Context: an optimization exercise on an open-source flow, tuned for small area. The choices shown serve that exercise and are no tape-out recipe.
RTL that was checked went through simulation tests only; none was proved equivalent to the original.

==> job 7585: inputs <==
==> flow/design.v <==
module emsg_crc8 (
    input  wire [31:0] crc_in,
    input  wire [7:0]  d,
    output reg  [31:0] crc_out
);
    integer i;
    reg [31:0] c;
    always @* begin
        c = crc_in ^ {24'd0, d};
        for (i = 0; i < 8; i = i + 1)
            c = c[0] ? ((c >> 1) ^ 32'hEDB88320) : (c >> 1);
        crc_out = c;
    end
endmodule
module emsg_rx (
    input  wire        clk,
    input  wire        rst,         
    input  wire        rx_valid,    
    input  wire [7:0]  rx_data,
    input  wire        rx_error,    
    input  wire        csr_req,
    input  wire        csr_we,
    input  wire [11:0] csr_addr,
    input  wire [31:0] csr_wdata,
    output reg  [31:0] csr_rdata,
    output wire        msg_avail
);
    localparam integer M  = 32;
    localparam integer QD = 8;
    localparam [2:0] S_PRE     = 3'd0;
    localparam [2:0] S_ADDR    = 3'd1;
    localparam [2:0] S_SIZE    = 3'd2;
    localparam [2:0] S_PAYLOAD = 3'd3;
    localparam [2:0] S_CKSUM   = 3'd4;
    localparam [31:0] PARAMS = 32'h0044_0820;    
    localparam [31:0] CRC_RESIDUE = 32'hDEBB_20E3;
    reg  [2:0]     pstate;
    reg  [4:0]     pcount;        
    reg  [7:0]     rx_src;
    reg  [5:0]     rx_len;        
    reg  [8*M-1:0] rx_buf;
    reg  [31:0]    crc;           
    reg  [31:0]    preamble;
    reg  [31:0]    timeout;
    reg  [31:0]    idle_cnt;
    reg  [31:0]    cnt_ok;
    reg  [31:0]    cnt_crcerr;
    reg  [31:0]    cnt_qdrop;
    reg  [31:0]    cnt_lenclamp;
    reg  [31:0]    cnt_timeout;
    reg  [13:0]    q_fld  [0:QD-1];     
    reg  [8*M-1:0] q_data [0:QD-1];
    reg  [2:0]     q_head;
    reg  [3:0]     q_len;
    wire q_avail = (q_len != 4'd0);
    wire q_full  = q_len[3];
    assign msg_avail = q_avail;
    wire [9:0] csr_word = csr_addr[11:2];
    wire       csr_rd   = csr_req & ~csr_we;
    wire       csr_wr   = csr_req &  csr_we;
    wire wr_preamble = csr_wr && (csr_word == 10'h000);
    wire wr_ctrl     = csr_wr && (csr_word == 10'h001);
    wire wr_timeout  = csr_wr && (csr_word == 10'h009);
    wire cmd_pop    = wr_ctrl & csr_wdata[0];
    wire cmd_clear  = wr_ctrl & csr_wdata[1];
    wire cmd_resync = wr_ctrl & csr_wdata[2];
    wire cmd_cntclr = wr_ctrl & csr_wdata[3];
    wire hd_en = csr_rd && !rst && q_avail && (csr_addr[11:8] == 4'h1) && (csr_addr[7:5] == 3'd0);
    wire [7:0]  head_oh;
    wire [7:0]  word_oh;
    wire [63:0] hd_sel;
    wire [2047:0] hd_bits;       
    genvar gs, gw, gb, gk;
    generate
        for (gs = 0; gs < 8; gs = gs + 1) begin : g_oh
            assign head_oh[gs] = (q_head == gs);
            assign word_oh[gs] = (csr_addr[4:2] == gs) && hd_en;
        end
        for (gs = 0; gs < 8; gs = gs + 1) begin : g_sel
            for (gw = 0; gw < 8; gw = gw + 1) begin : g_w
                assign hd_sel[8*gs+gw] = head_oh[gs] & word_oh[gw];
                assign hd_bits[32*(8*gs+gw) +: 32] = q_data[gs][32*gw +: 32];
            end
        end
    endgenerate
    wire [31:0] hd_raw;
    generate
        for (gb = 0; gb < 32; gb = gb + 1) begin : g_bit
            wire [21:0] t_n;
            for (gk = 0; gk < 21; gk = gk + 1) begin : g_grp
                emsg_aoi3 u_aoi (
                    .s ({hd_sel[3*gk+2], hd_sel[3*gk+1], hd_sel[3*gk]}),
                    .d ({hd_bits[32*(3*gk+2)+gb], hd_bits[32*(3*gk+1)+gb], hd_bits[32*(3*gk)+gb]}),
                    .y_n(t_n[gk])
                );
            end
            assign t_n[21] = ~(hd_sel[63] & hd_bits[32*63+gb]);
            assign hd_raw[gb] = ~&t_n;
        end
    endgenerate
    reg  [31:0] head_word;
    integer j;
    always @* begin
        for (j = 0; j < 4; j = j + 1)
            head_word[8*j +: 8] = ({1'b0, csr_addr[4:2], j[1:0]} < head_size) ? hd_raw[8*j +: 8] : 8'd0;
    end
    wire [13:0] head_fields;
    generate
        for (gb = 0; gb < 14; gb = gb + 1) begin : g_hf
            wire [2:0] f_n;
            emsg_aoi3 u_a0 (
                .s  (head_oh[2:0]),
                .d  ({q_fld[2][gb], q_fld[1][gb], q_fld[0][gb]}),
                .y_n(f_n[0])
            );
            emsg_aoi3 u_a1 (
                .s  (head_oh[5:3]),
                .d  ({q_fld[5][gb], q_fld[4][gb], q_fld[3][gb]}),
                .y_n(f_n[1])
            );
            assign f_n[2] = ~((head_oh[6] & q_fld[6][gb]) | (head_oh[7] & q_fld[7][gb]));
            assign head_fields[gb] = ~&f_n;
        end
    endgenerate
    wire [5:0] head_size = head_fields[13:8];
    wire [7:0] head_src  = head_fields[7:0];
    wire [31:0] status_word = {8'd0, 4'd0, q_len, 3'd0, pcount, 3'd0, pstate, q_full, q_avail};
    wire [31:0] head_info   = {18'd0, head_size, head_src};
    wire        rg_en = csr_rd && !rst && (csr_addr[11:6] == 6'd0);
    wire [15:0] rg_sel;
    generate
        for (gs = 0; gs < 16; gs = gs + 1) begin : g_rsel
            assign rg_sel[gs] = rg_en && (csr_word[3:0] == gs);
        end
    endgenerate
    wire [31:0] reg_rdata = ({32{rg_sel[4'h0]}} & preamble)
                          | ({32{rg_sel[4'h2]}} & status_word)
                          | ({32{rg_sel[4'h3] & q_avail}} & head_info)
                          | ({32{rg_sel[4'h4]}} & cnt_ok)
                          | ({32{rg_sel[4'h5]}} & cnt_crcerr)
                          | ({32{rg_sel[4'h6]}} & cnt_qdrop)
                          | ({32{rg_sel[4'h7]}} & cnt_lenclamp)
                          | ({32{rg_sel[4'h8]}} & cnt_timeout)
                          | ({32{rg_sel[4'h9]}} & timeout)
                          | ({32{rg_sel[4'hA]}} & PARAMS);
    always @* csr_rdata = reg_rdata | head_word;
    wire [31:0] pre_w     = wr_preamble ? csr_wdata : preamble;
    wire [31:0] timeout_w = wr_timeout  ? csr_wdata : timeout;
    wire        do_pop    = cmd_pop && q_avail;
    wire [2:0]  q_head_w  = do_pop ? q_head + 3'd1 : q_head;
    wire [3:0]  q_len_w   = cmd_clear ? 4'd0 : (do_pop ? q_len - 4'd1 : q_len);
    wire [2:0]  pstate_w  = cmd_resync ? S_PRE : pstate;
    wire [4:0]  pcount_w  = cmd_resync ? 5'd0  : pcount;
    wire [31:0] cnt_ok_w       = cmd_cntclr ? 32'd0 : cnt_ok;
    wire [31:0] cnt_crcerr_w   = cmd_cntclr ? 32'd0 : cnt_crcerr;
    wire [31:0] cnt_qdrop_w    = cmd_cntclr ? 32'd0 : cnt_qdrop;
    wire [31:0] cnt_lenclamp_w = cmd_cntclr ? 32'd0 : cnt_lenclamp;
    wire [31:0] cnt_timeout_w  = cmd_cntclr ? 32'd0 : cnt_timeout;
    wire        len_big     = (rx_data > M);
    wire [7:0]  len_clamped = len_big ? M[7:0] : rx_data;
    wire [7:0]  crc_byte    = (pstate_w == S_SIZE) ? len_clamped : rx_data;
    wire [31:0] crc_next;
    emsg_crc8 u_crc (
        .crc_in  (crc),
        .d       (crc_byte),
        .crc_out (crc_next)
    );
    wire [1:0]  pre_idx     = pcount_w[1:0];
    wire [7:0]  pre_byte    = pre_w[8*pre_idx +: 8];
    wire        ck_match    = (crc_next == CRC_RESIDUE);
    wire [2:0]  q_tail      = q_head_w + q_len_w[2:0];
    wire        idle_parser = (pstate_w == S_PRE) && (pcount_w == 5'd0);
    wire [31:0] idle_inc    = ((wr_timeout | cmd_resync) ? 32'd0 : idle_cnt) + 32'd1;
    wire        tmo_zero    = (timeout_w == 32'd0);
    wire        tmo_fire    = !rx_valid && !tmo_zero && !idle_parser && (idle_inc == timeout_w);
    wire        idle_clr    = rx_valid | idle_parser | tmo_fire;
    wire        push_ok     = rx_valid && (pstate_w == S_CKSUM) && (pcount_w[1:0] == 2'd3) &&
                              ck_match && !q_len_w[3];
    generate
        for (gb = 0; gb < M; gb = gb + 1) begin : g_rxb
            always @(posedge clk)
                if (rx_valid && pstate_w == S_PAYLOAD && pcount_w == gb)
                    rx_buf[8*gb +: 8] <= rx_data;
        end
    endgenerate
    always @(posedge clk) begin
        if (rx_valid) begin
            crc <= (pstate_w == S_PRE) ? 32'hFFFF_FFFF : crc_next;
            if (pstate_w == S_ADDR && pcount_w[0])
                rx_src <= rx_data;
            if (pstate_w == S_SIZE)
                rx_len <= len_clamped[5:0];
        end
        idle_cnt <= idle_clr ? 32'd0 : idle_inc;
        if (push_ok) begin
            q_fld[q_tail]  <= {rx_len, rx_src};
            q_data[q_tail] <= rx_buf;
        end
        if (rst) begin
            pstate       <= S_PRE;
            pcount       <= 5'd0;
            preamble     <= 32'hDDCC_BBAA;
            timeout      <= 32'd0;
            cnt_ok       <= 32'd0;
            cnt_crcerr   <= 32'd0;
            cnt_qdrop    <= 32'd0;
            cnt_lenclamp <= 32'd0;
            cnt_timeout  <= 32'd0;
            q_head       <= 3'd0;
            q_len        <= 4'd0;
        end else begin
            preamble     <= pre_w;
            timeout      <= timeout_w;
            q_head       <= q_head_w;
            q_len        <= q_len_w;
            pstate       <= pstate_w;
            pcount       <= pcount_w;
            cnt_ok       <= cnt_ok_w;
            cnt_crcerr   <= cnt_crcerr_w;
            cnt_qdrop    <= cnt_qdrop_w;
            cnt_lenclamp <= cnt_lenclamp_w;
            cnt_timeout  <= cnt_timeout_w;
            if (rx_valid) begin
                case (pstate_w)
                    S_ADDR: begin
                        if (pcount_w[0] == 1'b0) begin
                            pcount <= 5'd1;
                        end else begin
                            pstate <= S_SIZE;
                            pcount <= 5'd0;
                        end
                    end
                    S_SIZE: begin
                        pcount <= 5'd0;
                        if (len_big)
                            cnt_lenclamp <= cnt_lenclamp_w + 32'd1;
                        pstate <= (rx_data == 8'd0) ? S_CKSUM : S_PAYLOAD;
                    end
                    S_PAYLOAD: begin
                        if ({1'b0, pcount_w} + 6'd1 == rx_len) begin
                            pstate <= S_CKSUM;
                            pcount <= 5'd0;
                        end else begin
                            pcount <= pcount_w + 5'd1;
                        end
                    end
                    S_CKSUM: begin
                        if (pcount_w[1:0] != 2'd3) begin
                            pcount <= pcount_w + 5'd1;
                        end else begin
                            pstate <= S_PRE;
                            pcount <= 5'd0;
                            if (ck_match) begin
                                if (!q_len_w[3]) begin
                                    q_len  <= q_len_w + 4'd1;
                                    cnt_ok <= cnt_ok_w + 32'd1;
                                end else begin
                                    cnt_qdrop <= cnt_qdrop_w + 32'd1;
                                end
                            end else begin
                                cnt_crcerr <= cnt_crcerr_w + 32'd1;
                            end
                        end
                    end
                    default: begin
                        pstate <= S_PRE;
                        if (rx_data == pre_byte) begin
                            if (pre_idx == 2'd3) begin
                                pstate <= S_ADDR;
                                pcount <= 5'd0;
                            end else begin
                                pcount <= {3'd0, pre_idx} + 5'd1;
                            end
                        end else begin
                            pcount <= 5'd0;
                        end
                    end
                endcase
            end else if (tmo_fire) begin
                pstate      <= S_PRE;
                pcount      <= 5'd0;
                cnt_timeout <= cnt_timeout_w + 32'd1;
            end
        end
    end
endmodule
module emsg_aoi3 (
    input  wire [2:0] s,
    input  wire [2:0] d,
    output wire       y_n
);
    assign y_n = ~|(s & d);
endmodule
==> flow/flow/run.sh <==
#!/bin/bash
# The standard layout, with clock-tree synthesis told not to add dummy loads
# (and to use mid-size clock buffers in clusters of up to 16 sinks).
set -euo pipefail
export CTS_ARGS="-sink_clustering_enable -repair_clock_nets -buf_list sky130_fd_sc_hd__clkbuf_8 -sink_clustering_size 16 -sink_clustering_max_diameter 50 -dont_use_dummy_load"
bash standard.sh finish > standard_flow.log 2>&1
==> flow/standard.sh <==
#!/bin/bash
# synth_recipe.tcl (not shown) runs the flow's synth.tcl, then flattens the netlist and writes it again
# the make line also repeats each setting of config.mk as NAME=value (left out here)
make -C /OpenROAD-flow-scripts/flow DESIGN_CONFIG=/design/flow/config.mk WORK_HOME=/design/flow/orfs CLKGATE_MAP_FILE= SYNTH_SCRIPT=/design/flow/synth_recipe.tcl "${@:-finish}"
==> flow/config.mk <==
export PLATFORM = sky130hd
export DESIGN_NAME = emsg_rx
export DESIGN_NICKNAME = emsg_rx
export VERILOG_FILES = /design/flow/design.v
export SDC_FILE = /design/flow/constraint.sdc
export NUM_CORES = 4
export LEC_CHECK = 0
export CAP_MARGIN = 20
export CORE_MARGIN = 2
export CORE_UTILIZATION = 50
export CTS_BUF_LIST = sky130_fd_sc_hd__clkbuf_8
export CTS_CLUSTER_DIAMETER = 50
export CTS_CLUSTER_SIZE = 16
export SLEW_MARGIN = 20
export SYNTH_HIERARCHICAL = 1
==> flow/constraint.sdc <==
create_clock -name core_clock -period 10.0 [get_ports {clk}]
set_input_delay 2.0000 -clock core_clock [delete_from_list [all_inputs] [get_ports {clk}]]
set_output_delay 2.0000 -clock core_clock [all_outputs]
set_load 0.01 [all_outputs]
==> job 1082 (differences from job 7585) <==
--- a/flow/design.v
+++ b/flow/design.v
@@ -49,5 +49,6 @@
     reg  [31:0]    cnt_lenclamp;
     reg  [31:0]    cnt_timeout;
-    reg  [13:0]    q_fld  [0:QD-1];     
+    reg  [7:0]     q_src  [0:QD-1];
+    reg  [5:0]     q_size [0:QD-1];
     reg  [8*M-1:0] q_data [0:QD-1];
     reg  [2:0]     q_head;
@@ -66,83 +67,40 @@
     wire cmd_resync = wr_ctrl & csr_wdata[2];
     wire cmd_cntclr = wr_ctrl & csr_wdata[3];
+    wire [5:0] head_size = q_size[q_head];
+    wire [7:0] head_src  = q_src[q_head];
     wire hd_en = csr_rd && !rst && q_avail && (csr_addr[11:8] == 4'h1) && (csr_addr[7:5] == 3'd0);
-    wire [7:0]  head_oh;
-    wire [7:0]  word_oh;
-    wire [63:0] hd_sel;
-    wire [2047:0] hd_bits;       
-    genvar gs, gw, gb, gk;
-    generate
-        for (gs = 0; gs < 8; gs = gs + 1) begin : g_oh
-            assign head_oh[gs] = (q_head == gs);
-            assign word_oh[gs] = (csr_addr[4:2] == gs) && hd_en;
-        end
-        for (gs = 0; gs < 8; gs = gs + 1) begin : g_sel
-            for (gw = 0; gw < 8; gw = gw + 1) begin : g_w
-                assign hd_sel[8*gs+gw] = head_oh[gs] & word_oh[gw];
-                assign hd_bits[32*(8*gs+gw) +: 32] = q_data[gs][32*gw +: 32];
-            end
-        end
-    endgenerate
-    wire [31:0] hd_raw;
-    generate
-        for (gb = 0; gb < 32; gb = gb + 1) begin : g_bit
-            wire [21:0] t_n;
-            for (gk = 0; gk < 21; gk = gk + 1) begin : g_grp
-                emsg_aoi3 u_aoi (
-                    .s ({hd_sel[3*gk+2], hd_sel[3*gk+1], hd_sel[3*gk]}),
-                    .d ({hd_bits[32*(3*gk+2)+gb], hd_bits[32*(3*gk+1)+gb], hd_bits[32*(3*gk)+gb]}),
-                    .y_n(t_n[gk])
-                );
-            end
-            assign t_n[21] = ~(hd_sel[63] & hd_bits[32*63+gb]);
-            assign hd_raw[gb] = ~&t_n;
-        end
-    endgenerate
+    reg  [31:0] hd_raw;
     reg  [31:0] head_word;
-    integer j;
+    integer s, w, j;
     always @* begin
+        hd_raw = 32'd0;
+        for (s = 0; s < QD; s = s + 1)
+            for (w = 0; w < 8; w = w + 1)
+                hd_raw = hd_raw | ({32{(q_head == s) && (csr_addr[4:2] == w)}} & q_data[s][32*w +: 32]);
         for (j = 0; j < 4; j = j + 1)
-            head_word[8*j +: 8] = ({1'b0, csr_addr[4:2], j[1:0]} < head_size) ? hd_raw[8*j +: 8] : 8'd0;
-    end
-    wire [13:0] head_fields;
-    generate
-        for (gb = 0; gb < 14; gb = gb + 1) begin : g_hf
-            wire [2:0] f_n;
-            emsg_aoi3 u_a0 (
-                .s  (head_oh[2:0]),
-                .d  ({q_fld[2][gb], q_fld[1][gb], q_fld[0][gb]}),
-                .y_n(f_n[0])
-            );
-            emsg_aoi3 u_a1 (
-                .s  (head_oh[5:3]),
-                .d  ({q_fld[5][gb], q_fld[4][gb], q_fld[3][gb]}),
-                .y_n(f_n[1])
-            );
-            assign f_n[2] = ~((head_oh[6] & q_fld[6][gb]) | (head_oh[7] & q_fld[7][gb]));
-            assign head_fields[gb] = ~&f_n;
-        end
-    endgenerate
-    wire [5:0] head_size = head_fields[13:8];
-    wire [7:0] head_src  = head_fields[7:0];
+            head_word[8*j +: 8] = ({1'b0, csr_addr[4:2], j[1:0]} < head_size && hd_en) ? hd_raw[8*j +: 8] : 8'd0;
+    end
     wire [31:0] status_word = {8'd0, 4'd0, q_len, 3'd0, pcount, 3'd0, pstate, q_full, q_avail};
-    wire [31:0] head_info   = {18'd0, head_size, head_src};
-    wire        rg_en = csr_rd && !rst && (csr_addr[11:6] == 6'd0);
-    wire [15:0] rg_sel;
-    generate
-        for (gs = 0; gs < 16; gs = gs + 1) begin : g_rsel
-            assign rg_sel[gs] = rg_en && (csr_word[3:0] == gs);
-        end
-    endgenerate
-    wire [31:0] reg_rdata = ({32{rg_sel[4'h0]}} & preamble)
-                          | ({32{rg_sel[4'h2]}} & status_word)
-                          | ({32{rg_sel[4'h3] & q_avail}} & head_info)
-                          | ({32{rg_sel[4'h4]}} & cnt_ok)
-                          | ({32{rg_sel[4'h5]}} & cnt_crcerr)
-                          | ({32{rg_sel[4'h6]}} & cnt_qdrop)
-                          | ({32{rg_sel[4'h7]}} & cnt_lenclamp)
-                          | ({32{rg_sel[4'h8]}} & cnt_timeout)
-                          | ({32{rg_sel[4'h9]}} & timeout)
-                          | ({32{rg_sel[4'hA]}} & PARAMS);
-    always @* csr_rdata = reg_rdata | head_word;
+    wire [31:0] head_info   = q_avail ? {16'd0, 2'd0, head_size, head_src} : 32'd0;
+    reg [31:0] reg_rdata;
+    always @* begin
+        reg_rdata = 32'd0;
+        if (csr_rd && !rst && csr_addr[11:6] == 6'd0) begin
+            case (csr_word[3:0])
+                4'h0: reg_rdata = preamble;
+                4'h2: reg_rdata = status_word;
+                4'h3: reg_rdata = head_info;
+                4'h4: reg_rdata = cnt_ok;
+                4'h5: reg_rdata = cnt_crcerr;
+                4'h6: reg_rdata = cnt_qdrop;
+                4'h7: reg_rdata = cnt_lenclamp;
+                4'h8: reg_rdata = cnt_timeout;
+                4'h9: reg_rdata = timeout;
+                4'hA: reg_rdata = PARAMS;
+                default: reg_rdata = 32'd0;
+            endcase
+        end
+        csr_rdata = reg_rdata | head_word;
+    end
     wire [31:0] pre_w     = wr_preamble ? csr_wdata : preamble;
     wire [31:0] timeout_w = wr_timeout  ? csr_wdata : timeout;
@@ -177,11 +135,4 @@
     wire        push_ok     = rx_valid && (pstate_w == S_CKSUM) && (pcount_w[1:0] == 2'd3) &&
                               ck_match && !q_len_w[3];
-    generate
-        for (gb = 0; gb < M; gb = gb + 1) begin : g_rxb
-            always @(posedge clk)
-                if (rx_valid && pstate_w == S_PAYLOAD && pcount_w == gb)
-                    rx_buf[8*gb +: 8] <= rx_data;
-        end
-    endgenerate
     always @(posedge clk) begin
         if (rx_valid) begin
@@ -191,8 +142,11 @@
             if (pstate_w == S_SIZE)
                 rx_len <= len_clamped[5:0];
+            if (pstate_w == S_PAYLOAD)
+                rx_buf[8*pcount_w +: 8] <= rx_data;
         end
         idle_cnt <= idle_clr ? 32'd0 : idle_inc;
         if (push_ok) begin
-            q_fld[q_tail]  <= {rx_len, rx_src};
+            q_src[q_tail]  <= rx_src;
+            q_size[q_tail] <= rx_len;
             q_data[q_tail] <= rx_buf;
         end
@@ -285,9 +239,2 @@
     end
 endmodule
-module emsg_aoi3 (
-    input  wire [2:0] s,
-    input  wire [2:0] d,
-    output wire       y_n
-);
-    assign y_n = ~|(s & d);
-endmodule
==> flow/run.sh (new file) <==
#!/bin/bash
# synth_recipe.tcl (not shown) runs the flow's synth.tcl, then flattens the netlist and writes it again
# the make line also repeats each setting of config.mk as NAME=value (left out here)
make -C /OpenROAD-flow-scripts/flow DESIGN_CONFIG=/design/flow/config.mk WORK_HOME=/design/flow/orfs CLKGATE_MAP_FILE= SYNTH_SCRIPT=/design/flow/synth_recipe.tcl finish
Settings changed: CORE_UTILIZATION 50 to 40, CTS_BUF_LIST sky130_fd_sc_hd__clkbuf_8 to sky130_fd_sc_hd__clkbuf_4, CTS_CLUSTER_DIAMETER 50 to default, CTS_CLUSTER_SIZE 16 to 20, SYNTH_HIERARCHICAL 1 to default.
removed: flow/flow/run.sh
removed: flow/standard.sh
==> job 5605 (differences from job 7585) <==
==> flow/run.sh (new file) <==
#!/bin/bash
# synth_recipe.tcl (not shown) runs the flow's synth.tcl, then flattens the netlist and writes it again
# the make line also repeats each setting of config.mk as NAME=value (left out here)
make -C /OpenROAD-flow-scripts/flow DESIGN_CONFIG=/design/flow/config.mk WORK_HOME=/design/flow/orfs CLKGATE_MAP_FILE= SYNTH_SCRIPT=/design/flow/synth_recipe.tcl finish
removed: flow/flow/run.sh
removed: flow/standard.sh
==> load_flow_metrics.sql <==
INSERT INTO impl_metrics (metric_group, metric, value, unit) VALUES
('placement', 'placement.cell_area', '108000', 'um^2'),
('global_route', 'grt_start_max_net_pins', '134', ''),
('logic_synthesis', 'synthDominantCellAreaShare', '0.733', ''),
('layout', 'fraction_of_area_in_non_clock_buffers', '0.0345', ''),
('worst_setup_path', 'worstSetupPathDepth', '14', ''),
('layout', 'multi_input_gates', '2846', ''),
('global_route', 'wire_length_of_the_first_global_routing_pass', '470000', 'um'),
('sta', 'max-slew-margin-rel', '0.136', ''),
('layout', 'seqAreaFraction', '0.713', ''),
('placement', 'detailedPlace.worstSlack', '0.719', 'ns'),
('sta', 'fmax', '106', 'MHz'),
('power_and_ir_drop', 'power_density', '163', 'nW/um^2'),
('logic_synthesis', 'netlist_top_cells_area', 'sky130_fd_sc_hd__edfxtp_1 (73%), sky130_fd_sc_hd__a222oi_1 (7.2%), sky130_fd_sc_hd__dfxtp_1 (5.4%), sky130_fd_sc_hd__nor2_1 (1.4%), sky130_fd_sc_hd__nand4_1 (1.1%)', ''),
('status', 'outcome', 'complete, no violations', ''),
('layout', 'stdcell_area', '111000', 'um^2'),
('power_and_ir_drop', 'power.sequential.fraction', '0.678', '');
# the run above: job 7585

==> load_flow_metrics.sql <==
INSERT INTO impl_metrics (metric_group, metric, value, unit) VALUES
('sta', 'fmax', '106', 'MHz'),
('status', 'outcome', 'complete, no violations', ''),
('power_and_ir_drop', 'power_density', '170', 'nW/um^2'),
('logic_synthesis', 'synthDominantCellAreaShare', '0.733', ''),
('global_route', 'grt_start_max_net_pins', '134', ''),
('placement', 'detailedPlace.worstSlack', '0.719', 'ns'),
('logic_synthesis', 'netlist_top_cells_area', 'sky130_fd_sc_hd__edfxtp_1 (73%), sky130_fd_sc_hd__a222oi_1 (7.2%), sky130_fd_sc_hd__dfxtp_1 (5.4%), sky130_fd_sc_hd__nor2_1 (1.4%), sky130_fd_sc_hd__nand4_1 (1.1%)', ''),
('layout', 'stdcell_area', '113000', 'um^2'),
('layout', 'seqAreaFraction', '0.704', ''),
('placement', 'placement.cell_area', '108000', 'um^2'),
('worst_setup_path', 'worstSetupPathDepth', '14', ''),
('layout', 'fraction_of_area_in_non_clock_buffers', '0.0342', ''),
('global_route', 'wire_length_of_the_first_global_routing_pass', '471000', 'um'),
('layout', 'multi_input_gates', '2846', '');
# the run above: job 5605

==> load_flow_metrics.sql <==
INSERT INTO impl_metrics (metric_group, metric, value, unit) VALUES
('layout', 'seqAreaFraction', '0.643', ''),
('power_and_ir_drop', 'power_density', '179', 'nW/um^2'),
('die', 'number_of_standard_cell_rows_in_the_floorplan', '190', ''),
('placement', 'detailedPlace.worstSlack', '0.879', 'ns'),
('sta', 'fmax', '106', 'MHz'),
('global_route', 'wire_length_of_the_first_global_routing_pass', '567000', 'um'),
('layout', 'stdcell_area', '124000', 'um^2'),
('status', 'outcome', 'complete, no violations', ''),
('power_and_ir_drop', 'power.sequential.fraction', '0.553', ''),
('sta', 'max-slew-margin-rel', '0.169', ''),
('layout', 'fraction_of_area_in_non_clock_buffers', '0.0297', ''),
('worst_setup_path', 'worstSetupPathDepth', '10', ''),
('logic_synthesis', 'netlist_top_cells_area', 'sky130_fd_sc_hd__edfxtp_1 (69%), sky130_fd_sc_hd__a22o_1 (5.1%), sky130_fd_sc_hd__dfxtp_1 (5.0%), sky130_fd_sc_hd__a221oi_1 (3.5%), sky130_fd_sc_hd__a22oi_1 (1.7%)', '');
# the run above: job 1082

Only the layout flow was run in job 7585 and job 5605; the RTL was not checked for function there.

## port drivers added, routing unchanged
Ports are ideal in the flow. The routed layouts listed here were re-timed in OpenROAD. Step 1 (the two cells are an assumption about what drives the block):
set clk [get_ports {clk}]
set_driving_cell -lib_cell sky130_fd_sc_hd__clkbuf_16 $clk
set_driving_cell -lib_cell sky130_fd_sc_hd__buf_2 [delete_from_list [all_inputs] $clk]
Step 2 times the ports against the registers' clock, not the clock port: input delays grow and output delays shrink by t, the midpoint of the rising clock arrivals with the driver on. Three values: no drivers, after step 1, after step 2; two values: the first two.
run | t (ns) | setup slack, ns | worst hold slack (ns) | worst setup path at the end | clock arrival spread, ns
job 7585 | 1.079 | 0.524 / 0.427 / 0.427 | 0.500 / 0.500 / 0.500 | input to output | 0.186 / 0.187
job 1082 | 1.546 | 0.571 / 0.542 / 0.542 | 0.506 / 0.506 / 0.506 | input to output | 0.172 / 0.171
job 5605 | 1.144 | 0.541 / 0.466 / 0.466 | 0.504 / 0.504 / 0.504 | input to output | 0.090 / 0.090
After both steps every run listed still meets setup and hold. For job 7585, which loses most, drivers alone change the setup slack by -0.097 ns; drivers and shift together by -0.097 ns.
